Source: an optimization exercise on an open RTL-to-GDS flow (aim: small area). Production flows keep margins and buffers that such runs may drop.
RTL that was checked went through simulation tests only; none was proved equivalent to the original.
Power is estimated from default activity; no workload was simulated.

==> run C <==
==> flow/design.v (excerpt) <==
module hacodec (
    input  wire       clk,
    input  wire       rst,
    input  wire       in_valid,
    output wire       in_ready,
    input  wire [7:0] in_data,
    input  wire       in_last,
    output wire       out_valid,
    input  wire       out_ready,
    output reg  [7:0] out_data,
    output wire       out_last
);
export LEC_CHECK = 0
export ABC_AREA = 1
export CAP_MARGIN = 20
export CORE_MARGIN = 2
export CORE_UTILIZATION = 40
export CTS_BUF_LIST = sky130_fd_sc_hd__clkbuf_4
export SLEW_MARGIN = 20
create_clock -name core_clock -period 12.0 [get_ports {clk}]
run.sh (not shown) runs the stock make flow with config.mk's settings and CLKGATE_MAP_FILE= SYNTH_SCRIPT=/design/flow/synth_recipe.tcl, a recipe that flattens the netlist after the stock synthesis.
==> inputs of run A, as changes to run C <==
Settings changed: ABC_AREA 1 to not set, CTS_BUF_LIST sky130_fd_sc_hd__clkbuf_4 to not set.
==> comparison table <==
item	run A	run C
Destination of the critical timing path	out_data[2]	out_data[4]
Adder-Cell Fraction of Synth Area	9.95%	10.2%
Fraction of the mapped netlist area in simple logic gates	19.1%	25.2%
Slowest Stage Delay on Critical Path	0.91 ns	0.60 ns
Layout cells sized above 1	8.03%	11.1%
Outcome	timing/DRC/antenna clean	timing/DRC/antenna clean
Fraction of power consumed by the clock network	30.2%	31.1%
Number of antenna violations at the first check in global routing	0	1
Proportion of synthesized chip area in sequential cells	37.6%	39.7%
Half-perimeter wire length after detailed placement	20.7 mm	20.5 mm
Worst flop-to-flop path endpoint	fbad12	i[3]
H-tree depth	1	2
Period utilisation layout	93.5%	84.7%
Layout Cells excl Fill	1692	1825
Most common cell after layout, fill and taps aside	sky130_fd_sc_hd__dfxtp_1	sky130_fd_sc_hd__nand2_1
Aggregate routed wire length	28.2 mm	26.2 mm
Global-route wire length before repair	45.6 mm	43.6 mm
Sequential fraction of total cell area	34.0%	35.5%
Met3 wirelength from detailed routing	1.54 mm	1.57 mm

---

==> inputs of 02-19 <==
Another version of the RTL of hacodec (not shown whole).
==> flow/config.mk <==
export PLATFORM = sky130hd
export DESIGN_NAME = hacodec
export DESIGN_NICKNAME = hacodec
export VERILOG_FILES = /design/flow/design.v
export SDC_FILE = /design/flow/constraint.sdc
export NUM_CORES = 4
export LEC_CHECK = 0
export CAP_MARGIN = 5
export CORE_MARGIN = 2
export CORE_UTILIZATION = 55
export GPL_TIMING_DRIVEN = 0
export SLEW_MARGIN = 5
==> flow/constraint.sdc <==
create_clock -name core_clock -period 12.0 [get_ports {clk}]
set_input_delay 2.4000 -clock core_clock [delete_from_list [all_inputs] [get_ports {clk}]]
set_output_delay 2.4000 -clock core_clock [all_outputs]
set_load 0.01 [all_outputs]
standard.sh (not shown) runs the stock make flow with config.mk's settings and CLKGATE_MAP_FILE= SYNTH_SCRIPT=/design/flow/synth_recipe.tcl, a recipe that flattens the netlist after the stock synthesis.
==> flow/flow/run.sh <==
#!/bin/bash
# Own layout flow: the standard flow (standard.sh), except that synthesis maps the
# logic with an area-oriented ABC script (flow/abc.script: SAT-based resynthesis
# with &deepsyn, then area mapping with amap) and without full-adder
# extraction; the port buffers are the smallest buffer; clock tree synthesis uses
# clkbuf_8 buffers and no dummy loads. Registers and their names are exactly those
# of the standard synthesis.
set -euo pipefail
W=$(cd "$(dirname "${BASH_SOURCE[0]}")/.." && pwd)
cd "$W"
export FLOW_ABC_SCRIPT="$W/flow/abc.script"
cat flow/abc_proc.tcl synth_recipe.tcl > "$W/area_synth.tcl"
bash standard.sh synth SYNTH_SCRIPT="$W/area_synth.tcl" ADDER_MAP_FILE= > "$W/synth.log" 2>&1
bash standard.sh finish SYNTH_SCRIPT="$W/area_synth.tcl" ADDER_MAP_FILE= BUFFER_PORTS_ARGS="-buffer_cell sky130_fd_sc_hd__buf_1" \
  CTS_ARGS="-sink_clustering_enable -repair_clock_nets -dont_use_dummy_load -buf_list sky130_fd_sc_hd__clkbuf_8" \
  > "$W/layout.log" 2>&1
test -f "$W/out/final.def"
==> flow/flow/abc.script <==
strash
&get -n
&deepsyn -T 60
&put
dch -f
amap
strash
&get -n
&deepsyn -T 60
&put
dch -f
amap
strash
&get -n
&deepsyn -T 60
&put
dch -f
amap -F 2 -A 6
topo
==> flow/flow/abc_proc.tcl <==
# Area-oriented technology mapping: ORFS's synthesis calls abc with its own script;
# this wrapper swaps in flow/abc.script and leaves every other argument as it is.
proc abc {args} {
  set i [lsearch -exact $args -script]
  if {$i >= 0} {
    set args [lreplace $args $i [expr {$i + 1}] -script $::env(FLOW_ABC_SCRIPT)]
  }
  yosys abc {*}$args
}
==> 10-18 (differences from 02-19) <==
--- a/flow/design.v
+++ b/flow/design.v
@@ -40,46 +40,46 @@
         input [3:0] c;
         input [7:0] x;
         mul10 = {1'b0, x, 3'b000} + {3'b000, x, 1'b0} + {8'd0, c};
     endfunction
     reg  [7:0] r [0:19];
     reg  [3:0] pk;                     
     reg        pb;                     
-    wire       inB = pb;               
+    reg        fb;                     
+    wire       inB = pb ^ fb;          
     wire [7:0] cur = r[19];
     wire [7:0] nxt = r[18];
     wire [7:0] nn  = r[17];
-    wire [7:0] oth = r[8];             
+    wire [7:0] oth = r[9];             
     reg  [3:0] flen;
     reg        fatal;
     reg  [2:0] err;
     reg        tx;                     
     reg  [2:0] pc;                     
     reg  [3:0] i;                      
     reg  [5:0] op;                     
     reg  [7:0] rem;                    
     reg        ovf;                    
     reg        e_op;                   
     reg        e_ill;                  
-    wire [3:0] c = rem[3:0];           
+    reg  [3:0] c;                      
     localparam [5:0] C_BCDDEC = 6'o00, C_BCDENC = 6'o01, C_ADRENC = 6'o10,
                      C_ADRDEC = 6'o11, C_CMDENC = 6'o20, C_CMDDEC = 6'o21,
                      C_FBUILD = 6'o30, C_FLOAD  = 6'o31, C_FPARSE = 6'o32,
                      C_FREAD  = 6'o33, C_FCLR   = 6'o34, C_TSENC  = 6'o40,
                      C_TSDEC  = 6'o41, C_V16ENC = 6'o42, C_V16DEC = 6'o43,
                      C_TSPUT  = 6'o44, C_TSGET  = 6'o45, C_V16PUT = 6'o46,
                      C_V16GET = 6'o47, C_STATUS = 6'o70, C_BAD    = 6'o77;
-    wire [5:0] in_code = {in_data[6] & (in_data[7] | ~(in_data[5] & in_data[4])), in_data[5:4],
-                          in_data[2:0] | {3{in_data[3]}}};
-    reg        in_known;
+    reg  [5:0] in_code;
     always @(*) begin
+        in_code = {in_data[6:4], in_data[2:0]};
         case (in_data)
             8'h00, 8'h01, 8'h10, 8'h11, 8'h20, 8'h21, 8'h30, 8'h31, 8'h32, 8'h33,
-            8'h34, 8'h40, 8'h41, 8'h42, 8'h43, 8'h44, 8'h45, 8'h46, 8'h47, 8'hF0: in_known = 1'b1;
-            default: in_known = 1'b0;
+            8'h34, 8'h40, 8'h41, 8'h42, 8'h43, 8'h44, 8'h45, 8'h46, 8'h47, 8'hF0: ;
+            default: in_code = C_BAD;
         endcase
     end
     reg  [3:0] explen;
     always @(*) begin
         case (op)
             C_BCDDEC, C_BCDENC, C_ADRDEC, C_CMDDEC: explen = 4'd2;
             C_ADRENC, C_V16ENC, C_V16DEC:           explen = 4'd3;
@@ -101,14 +101,15 @@
     reg  [3:0] s;
     always @(*) begin
         s = i - 4'd1;
         if (pay) s = i - 4'd2;
         if (is_ts4) begin
             if (!op[2] && i <= 4'd2)             s = {3'b100, ~i[0]};       
             if ( op[2] && (i == 4'd2 || i == 4'd3)) s = {3'b100, i[0]};     
+            if (op == C_TSDEC && i >= 4'd3)      s = i;
         end
     end
     wire lenb  = (is_fload && i == 4'd1) || (is_fbuild && i == 4'd2);
     wire store = (i != 4'd0) && !lenb && (s <= 4'd9);
     wire rx = !tx && (pc == 3'd0);
     assign in_ready = rx && (!store || (inB && pk == s));
     wire   acc      = in_valid && in_ready;
@@ -119,32 +120,45 @@
     wire atB9  = inB && (pk == 4'd9);
     wire atB7  = inB && (pk == 4'd7);      
     wire vop   = is_ts4 && !is_get;           
     wire ck_ok   = bcd_ok(cur);
     wire ck_gt99 = cur > 8'd99;
     wire ck_big  = {cur, nxt} > 16'd9999;
     reg  chk_op, chk_ill;
-    wire okslot = inB ? ((op == C_BCDDEC && pk == 4'd0) ||
-                         (vop && op[0] && (pk >= 4'd8 || (!op[1] && pk >= 4'd2 && pk <= 4'd5))))
-                      : (is_get && pk != 4'd0 && (op[1] ? pk <= 4'd2 : pk <= 4'd6));
     always @(*) begin
-        chk_ill = inB && (op == C_CMDENC) && (pk <= 4'd1) && (cur[7:1] != 7'd0);
-        chk_op  = (okslot && !ck_ok) ||
-                  (inB && e8slot && ck_gt99) ||
-                  (inB && vop && !op[0] && pk == 4'd8 && ck_big) ||
-                  (inB && op == C_ADRENC && pk <= 4'd1 && cur[7:4] != 4'd0) ||
-                  (inB && op == C_CMDENC && pk == 4'd2 && cur[7:6] != 2'd0) ||
-                  ((is_fbuild || is_fload) && (i >= 4'd13 || i == 4'd2));
+        chk_op  = 1'b0;
+        chk_ill = 1'b0;
+        if (inB) begin
+            case (op)
+                C_BCDDEC: chk_op = (pk == 4'd0) && !ck_ok;
+                C_BCDENC: chk_op = (pk == 4'd0) && ck_gt99;
+                C_ADRENC: chk_op = (pk <= 4'd1) && (cur > 8'd15);
+                C_CMDENC: begin
+                    chk_ill = (pk <= 4'd1) && (cur > 8'd1);
+                    chk_op  = (pk == 4'd2) && (cur > 8'd63);
+                end
+                C_TSENC:  chk_op = ((pk >= 4'd2 && pk <= 4'd5) && ck_gt99);
+                C_TSPUT:  chk_op = ((pk >= 4'd3 && pk <= 4'd6) && ck_gt99);
+                C_TSDEC:  chk_op = (pk >= 4'd8 || (pk >= 4'd3 && pk <= 4'd6)) && !ck_ok;
+                C_V16DEC: chk_op = (pk >= 4'd8) && !ck_ok;
+                default: ;
+            endcase
+            if (vop && !op[0] && pk == 4'd8 && ck_big) chk_op = 1'b1;
+        end else begin
+            if ((is_fbuild || is_fload) && (i >= 4'd13 || i == 4'd2)) chk_op = 1'b1;
+            if (op == C_TSGET  && pk >= 4'd1 && pk <= 4'd6 && !ck_ok) chk_op = 1'b1;
+            if (op == C_V16GET && pk >= 4'd1 && pk <= 4'd2 && !ck_ok) chk_op = 1'b1;
+        end
     end
     wire [3:0] rb     = is_put ? 4'd1 : 4'd0;              
     wire       e8slot = (op == C_BCDENC) ? (pk == 4'd0) :
                         (op == C_TSENC)  ? (pk >= 4'd2 && pk <= 4'd5) :
                         (op == C_TSPUT)  ? (pk >= 4'd3 && pk <= 4'd6) : 1'b0;
     wire       d8slot = (op == C_BCDDEC) ? (pk == 4'd0) :
-                        (is_ts && is_dec) ? (pk >= 4'd2 && pk <= 4'd5) : 1'b0;
+                        (is_ts && is_dec) ? (pk >= 4'd3 && pk <= 4'd6) : 1'b0;
     wire [7:0] dsrc   = is_get ? oth : cur;
     wire       dgslot = is_get ? (!inB && pk == {3'd0, pn[1]} + 4'd1)
                                : (atB8 && !pn[1]) || (atB9 && pn[1]);
     wire [3:0] dgt    = pn[0] ? cur[3:0] : cur[7:4];
     wire [3:0]  dv_c  = (atB8 || e8slot) ? 4'd0 : c;
     wire [11:0] dv    = div10(dv_c, cur);
     wire [3:0]  ml_c  = d8slot ? dsrc[3:0] : c;
@@ -191,14 +205,15 @@
             if (p1 && inB && d8slot) begin
                 wx = 1'b1;
                 xd = ml[7:0];
             end
         end
     end
     wire isF0  = (op == C_STATUS);
+    wire known = (op != C_BAD);
     wire lenok = (is_fload || is_fbuild) ? (rem == 8'd0) && !ovf && (i >= (is_fbuild ? 4'd3 : 4'd2))
                                          : (i == explen);
     reg  [2:0] opst;
     always @(*) begin
         opst = 3'd0;
         case (op)
             C_BCDDEC, C_TSDEC, C_V16DEC:                 if (e_op) opst = 3'd3;
@@ -212,15 +227,15 @@
             C_V16GET: if (flen < 4'd3) opst = 3'd4;
                       else if (e_op) opst = 3'd3;
             default: ;
         endcase
     end
     wire halted = fatal && !isF0;
     wire [2:0] status = halted ? 3'd7 :
-                        e_ill ? 3'd6 : opst;
+                        (!known || e_ill) ? 3'd6 : opst;
     wire res_ok = (status == 3'd0) || (status == 3'd3);
     wire [3:0] j = i;
     localparam [2:0] X_ID = 3'd0, X_NIBH = 3'd1, X_NIBL = 3'd2, X_B7 = 3'd3,
                      X_B6 = 3'd4, X_L6 = 3'd5, X_ADR = 3'd6, X_CMD = 3'd7;
     reg  [3:0] nres;                   
     reg  [3:0] tk;                     
     reg        tf;                     
@@ -248,16 +263,15 @@
                 if (op == C_FPARSE && j == 4'd1) tk = 4'd0;
                 if (op == C_FREAD && j == 4'd1) begin tc = 1'b1; cv = {4'd0, flen}; end
                 if (op == C_FPARSE && j == 4'd2) begin tc = 1'b1; cv = {4'd0, flen - 4'd1}; end
             end
             C_TSENC, C_V16ENC: nres = op[1] ? 4'd3 : 4'd7;
             C_TSDEC, C_V16DEC, C_TSGET, C_V16GET: begin
                 nres = op[1] ? 4'd3 : 4'd7;
-                if (j == 4'd1) tk = 4'd1;
-                if (j == 4'd2) tk = 4'd0;
+                tk   = (j == 4'd1) ? 4'd1 : (j == 4'd2) ? 4'd0 : j;
             end
             C_STATUS: begin
                 nres = 4'd3;
                 tc   = 1'b1;
                 if (j == 4'd1) cv = {fatal, 4'd0, err};
             end
             default: ;
@@ -287,17 +301,21 @@
     wire wr = acc && store;
     integer q;
     always @(posedge clk) begin
         r[0] <= wr ? in_data : (pass && wx) ? xd : r[19];
         for (q = 1; q < 20; q = q + 1) r[q] <= r[q - 1];
     end
     always @(posedge clk) begin
+        if (pass && cw) c <= cn;
+    end
+    always @(posedge clk) begin
         if (rst) begin
             pk     <= 4'd0;
             pb     <= 1'b0;
+            fb     <= 1'b0;
             flen   <= 4'd0;
             fatal  <= 1'b0;
             err    <= 3'd0;
             tx     <= 1'b0;
             pc     <= 3'd0;
             i      <= 4'd0;
         end else begin
@@ -310,40 +328,38 @@
             if (rx) begin
                 if (acc) begin
                     if (i != 4'd15) i <= i + 4'd1;
                     if (i == 4'd0) begin
                         op    <= in_code;
                         ovf   <= 1'b0;
                         e_op  <= 1'b0;
-                        e_ill <= !in_known;
+                        e_ill <= 1'b0;
                     end else begin
                         if (lenb) rem <= in_data;
                         else if (pay) begin
                             if (rem == 8'd0) ovf <= 1'b1;
                             else rem <= rem - 8'd1;
                         end
                     end
                     if (in_last) pc <= 3'd1;
                 end
             end else if (pc != 3'd0) begin
-                if (pc == 3'd1 && !lenok) e_ill <= 1'b1;
-                if (pass && cw) rem[3:0] <= cn;
                 if (p1) begin
                     if (chk_op)  e_op  <= 1'b1;
-                    if (chk_ill) e_ill <= 1'b1;
+                    if (chk_ill || !lenok) e_ill <= 1'b1;
                 end
                 if (atB7) begin
                     if (pc == 3'd5) begin
                         pc <= 3'd0;
                         tx <= 1'b1;
                         i  <= 4'd0;
                         if (status == 3'd0) begin
                             case (op)
                                 C_FBUILD, C_FLOAD, C_TSPUT, C_V16PUT: begin
-                                    pb   <= ~pb;
+                                    fb   <= ~fb;
                                     flen <= (op == C_TSPUT) ? 4'd7 :
                                             (op == C_V16PUT) ? 4'd3 : i - 4'd2;
                                 end
                                 C_FCLR: flen <= 4'd0;
                                 default: ;
                             endcase
                         end
==> flow/flow/run.sh (replaced) <==
#!/bin/bash
# Own layout flow: the standard flow (standard.sh), except that synthesis maps the
# logic with an area-oriented ABC script (flow/abc.script) and without full-adder
# extraction, and the port buffers are the smallest buffer. Registers and their names are exactly those of the standard synthesis.
set -euo pipefail
W=$(cd "$(dirname "${BASH_SOURCE[0]}")/.." && pwd)
cd "$W"
export FLOW_ABC_SCRIPT="$W/flow/abc.script"
cat flow/abc_proc.tcl synth_recipe.tcl > "$W/area_synth.tcl"
bash standard.sh synth SYNTH_SCRIPT="$W/area_synth.tcl" ADDER_MAP_FILE= > "$W/synth.log" 2>&1
bash standard.sh finish SYNTH_SCRIPT="$W/area_synth.tcl" ADDER_MAP_FILE= BUFFER_PORTS_ARGS="-buffer_cell sky130_fd_sc_hd__buf_1" > "$W/layout.log" 2>&1
test -f "$W/out/final.def"
==> flow/flow/abc.script (replaced) <==
strash
dch -f
amap
strash
dch -f
amap
strash
dch -f
amap
strash
dch -f
amap
strash
dch -f
amap
topo
- ABC_AREA: unset -> 1
- CAP_MARGIN: 5 -> 20
- CORE_UTILIZATION: 55 -> 40
- CTS_CLUSTER_DIAMETER: unset -> 80
- CTS_CLUSTER_SIZE: unset -> 25
- GPL_TIMING_DRIVEN: 0 -> unset
- SLEW_MARGIN: 5 -> 20
==> 03-21 (differences from 02-19) <==
--- a/flow/design.v
+++ b/flow/design.v
@@ -44,15 +44,15 @@
     reg  [7:0] r [0:19];
     reg  [3:0] pk;                     
     reg        pb;                     
     wire       inB = pb;               
     wire [7:0] cur = r[19];
     wire [7:0] nxt = r[18];
     wire [7:0] nn  = r[17];
-    wire [7:0] oth = r[8];             
+    wire [7:0] oth = r[9];             
     reg  [3:0] flen;
     reg        fatal;
     reg  [2:0] err;
     reg        tx;                     
     reg  [2:0] pc;                     
     reg  [3:0] i;                      
     reg  [5:0] op;                     
@@ -101,14 +101,15 @@
     reg  [3:0] s;
     always @(*) begin
         s = i - 4'd1;
         if (pay) s = i - 4'd2;
         if (is_ts4) begin
             if (!op[2] && i <= 4'd2)             s = {3'b100, ~i[0]};       
             if ( op[2] && (i == 4'd2 || i == 4'd3)) s = {3'b100, i[0]};     
+            if (op == C_TSDEC && i >= 4'd3)      s = i;
         end
     end
     wire lenb  = (is_fload && i == 4'd1) || (is_fbuild && i == 4'd2);
     wire store = (i != 4'd0) && !lenb && (s <= 4'd9);
     wire rx = !tx && (pc == 3'd0);
     assign in_ready = rx && (!store || (inB && pk == s));
     wire   acc      = in_valid && in_ready;
@@ -119,32 +120,45 @@
     wire atB9  = inB && (pk == 4'd9);
     wire atB7  = inB && (pk == 4'd7);      
     wire vop   = is_ts4 && !is_get;           
     wire ck_ok   = bcd_ok(cur);
     wire ck_gt99 = cur > 8'd99;
     wire ck_big  = {cur, nxt} > 16'd9999;
     reg  chk_op, chk_ill;
-    wire okslot = inB ? ((op == C_BCDDEC && pk == 4'd0) ||
-                         (vop && op[0] && (pk >= 4'd8 || (!op[1] && pk >= 4'd2 && pk <= 4'd5))))
-                      : (is_get && pk != 4'd0 && (op[1] ? pk <= 4'd2 : pk <= 4'd6));
-    always @(*) begin
-        chk_ill = inB && (op == C_CMDENC) && (pk <= 4'd1) && (cur[7:1] != 7'd0);
-        chk_op  = (okslot && !ck_ok) ||
-                  (inB && e8slot && ck_gt99) ||
-                  (inB && vop && !op[0] && pk == 4'd8 && ck_big) ||
-                  (inB && op == C_ADRENC && pk <= 4'd1 && cur[7:4] != 4'd0) ||
-                  (inB && op == C_CMDENC && pk == 4'd2 && cur[7:6] != 2'd0) ||
-                  ((is_fbuild || is_fload) && (i >= 4'd13 || i == 4'd2));
+    always @(*) begin
+        chk_op  = 1'b0;
+        chk_ill = 1'b0;
+        if (inB) begin
+            case (op)
+                C_BCDDEC: chk_op = (pk == 4'd0) && !ck_ok;
+                C_BCDENC: chk_op = (pk == 4'd0) && ck_gt99;
+                C_ADRENC: chk_op = (pk <= 4'd1) && (cur > 8'd15);
+                C_CMDENC: begin
+                    chk_ill = (pk <= 4'd1) && (cur > 8'd1);
+                    chk_op  = (pk == 4'd2) && (cur > 8'd63);
+                end
+                C_TSENC:  chk_op = ((pk >= 4'd2 && pk <= 4'd5) && ck_gt99);
+                C_TSPUT:  chk_op = ((pk >= 4'd3 && pk <= 4'd6) && ck_gt99);
+                C_TSDEC:  chk_op = (pk >= 4'd8 || (pk >= 4'd3 && pk <= 4'd6)) && !ck_ok;
+                C_V16DEC: chk_op = (pk >= 4'd8) && !ck_ok;
+                default: ;
+            endcase
+            if (vop && !op[0] && pk == 4'd8 && ck_big) chk_op = 1'b1;
+        end else begin
+            if ((is_fbuild || is_fload) && (i >= 4'd13 || i == 4'd2)) chk_op = 1'b1;
+            if (op == C_TSGET  && pk >= 4'd1 && pk <= 4'd6 && !ck_ok) chk_op = 1'b1;
+            if (op == C_V16GET && pk >= 4'd1 && pk <= 4'd2 && !ck_ok) chk_op = 1'b1;
+        end
     end
     wire [3:0] rb     = is_put ? 4'd1 : 4'd0;              
     wire       e8slot = (op == C_BCDENC) ? (pk == 4'd0) :
                         (op == C_TSENC)  ? (pk >= 4'd2 && pk <= 4'd5) :
                         (op == C_TSPUT)  ? (pk >= 4'd3 && pk <= 4'd6) : 1'b0;
     wire       d8slot = (op == C_BCDDEC) ? (pk == 4'd0) :
-                        (is_ts && is_dec) ? (pk >= 4'd2 && pk <= 4'd5) : 1'b0;
+                        (is_ts && is_dec) ? (pk >= 4'd3 && pk <= 4'd6) : 1'b0;
     wire [7:0] dsrc   = is_get ? oth : cur;
     wire       dgslot = is_get ? (!inB && pk == {3'd0, pn[1]} + 4'd1)
                                : (atB8 && !pn[1]) || (atB9 && pn[1]);
     wire [3:0] dgt    = pn[0] ? cur[3:0] : cur[7:4];
     wire [3:0]  dv_c  = (atB8 || e8slot) ? 4'd0 : c;
     wire [11:0] dv    = div10(dv_c, cur);
     wire [3:0]  ml_c  = d8slot ? dsrc[3:0] : c;
@@ -248,16 +262,15 @@
                 if (op == C_FPARSE && j == 4'd1) tk = 4'd0;
                 if (op == C_FREAD && j == 4'd1) begin tc = 1'b1; cv = {4'd0, flen}; end
                 if (op == C_FPARSE && j == 4'd2) begin tc = 1'b1; cv = {4'd0, flen - 4'd1}; end
             end
             C_TSENC, C_V16ENC: nres = op[1] ? 4'd3 : 4'd7;
             C_TSDEC, C_V16DEC, C_TSGET, C_V16GET: begin
                 nres = op[1] ? 4'd3 : 4'd7;
-                if (j == 4'd1) tk = 4'd1;
-                if (j == 4'd2) tk = 4'd0;
+                tk   = (j == 4'd1) ? 4'd1 : (j == 4'd2) ? 4'd0 : j;
             end
             C_STATUS: begin
                 nres = 4'd3;
                 tc   = 1'b1;
                 if (j == 4'd1) cv = {fatal, 4'd0, err};
             end
             default: ;
--- a/flow/flow/run.sh
+++ b/flow/flow/run.sh
@@ -1,11 +1,10 @@
 #!/bin/bash
 # Own layout flow: the standard flow (standard.sh), except that synthesis maps the
-# logic with an area-oriented ABC script (flow/abc.script: SAT-based resynthesis
-# with &deepsyn, then area mapping with amap) and without full-adder
+# logic with an area-oriented ABC script (flow/abc.script) and without full-adder
 # extraction; the port buffers are the smallest buffer; clock tree synthesis uses
 # clkbuf_8 buffers and no dummy loads. Registers and their names are exactly those
 # of the standard synthesis.
 set -euo pipefail
 W=$(cd "$(dirname "${BASH_SOURCE[0]}")/.." && pwd)
 cd "$W"
 export FLOW_ABC_SCRIPT="$W/flow/abc.script"
==> flow/flow/abc.script (replaced) <==
strash
dch -f
amap
strash
dch -f
amap
strash
dch -f
amap
strash
dch -f
amap
strash
dch -f
amap -F 2 -A 6
topo
- GPL_TIMING_DRIVEN: 0 -> unset
==> comparison table <==
item                                                                               03-21                    02-19                    10-18
WL/cell                                                                          21.6 um                  20.3 um                  17.9 um
Final core utilization                                                             0.607                    0.606                    0.450
Cells after synthesis                                                                914                      854                      956
Number of fill cells in the layout                                                  1225                     1206                     2013
Cell-internal power                                                              1.19 mW                 0.961 mW                  1.49 mW
# clk buffers                                                                         17                       17                       16
Launch point of the worst path                                          pk[0]$_SDFF_PP0_          op[2]$_DFFE_PP_      op[3]$_SDFFCE_PN1P_
Worst Slack Setup Final                                                          2.42 ns                  4.30 ns                  2.29 ns
Result of the run                                                complete, no violations  complete, no violations  complete, no violations
Footprint of the flip-flops and latches                                         4130 um2                 4130 um2                 4270 um2
Critical path peak fanout                                                             10                       13                        5
Layout Area Growth over Synthesis                                                  7.70%                    7.35%                    11.5%
Number of enable-type register cells in the synthesized netlist                       17                       17                       21
Routed via count divided by cell count                                              6.44                     6.34                     5.67
Data required time of the critical path                                         12.36 ns                  9.60 ns                 12.36 ns
Setup slack of the most critical reg-to-reg path                                 2.42 ns                  4.84 ns                  2.29 ns
Clock period minus worst slack                                                   9.58 ns                  7.70 ns                  9.71 ns
First-pass GRT wire length                                                      37500 um                 33800 um                 35800 um
Maximum ir drop on the vdd rail                                                 0.117 mV                 0.102 mV                 0.485 mV
Number of global-route vias before repair                                           6995                     6264                     6505
Reg-to-reg critical path endpoint                                        r[0][2]$_DFF_P_         rem[3]$_DFFE_PP_          r[0][3]$_DFF_P_
No functional check of the RTL was part of 10-18 and 03-21.

[afterwards: timing with drivers on the ports]
In the flow no input, the clock included, has a driving cell. The finished layouts below were timed again as built, in two steps. Step 1 sets driving cells, clkbuf_16 on the clock port and buf_2 on the other inputs (assumed; they add their load-dependent delay and slew). Step 2 also shifts input and output timing later by t, the mid clock arrival at the registers, as if the neighbouring blocks saw the same clock. a / b / c = ideal ports / drivers / drivers and shift; a / b = the first two.
run | shift t [ns] | setup slack, ns | hold slack, ns | worst data-port slew with drivers (ns)
run C | 0.652 | 1.838 / 1.801 / 2.453 | 0.310 / 0.310 / 0.310 | 0.04
run A | 0.546 | 0.775 / 0.732 / 1.278 | 0.310 / 0.310 / 0.310 | 0.03
02-19 | 0.496 | 4.304 / 4.264 / 4.761 | 0.306 / 0.306 / 0.306 | 0.03
10-18 | 0.512 | 2.295 / 2.295 / 2.295 | 0.324 / 0.324 / 0.324 | 0.04
03-21 | 0.489 | 2.419 / 2.419 / 2.419 | 0.302 / 0.302 / 0.302 | 0.03
After both steps setup and hold are still met in every run listed.
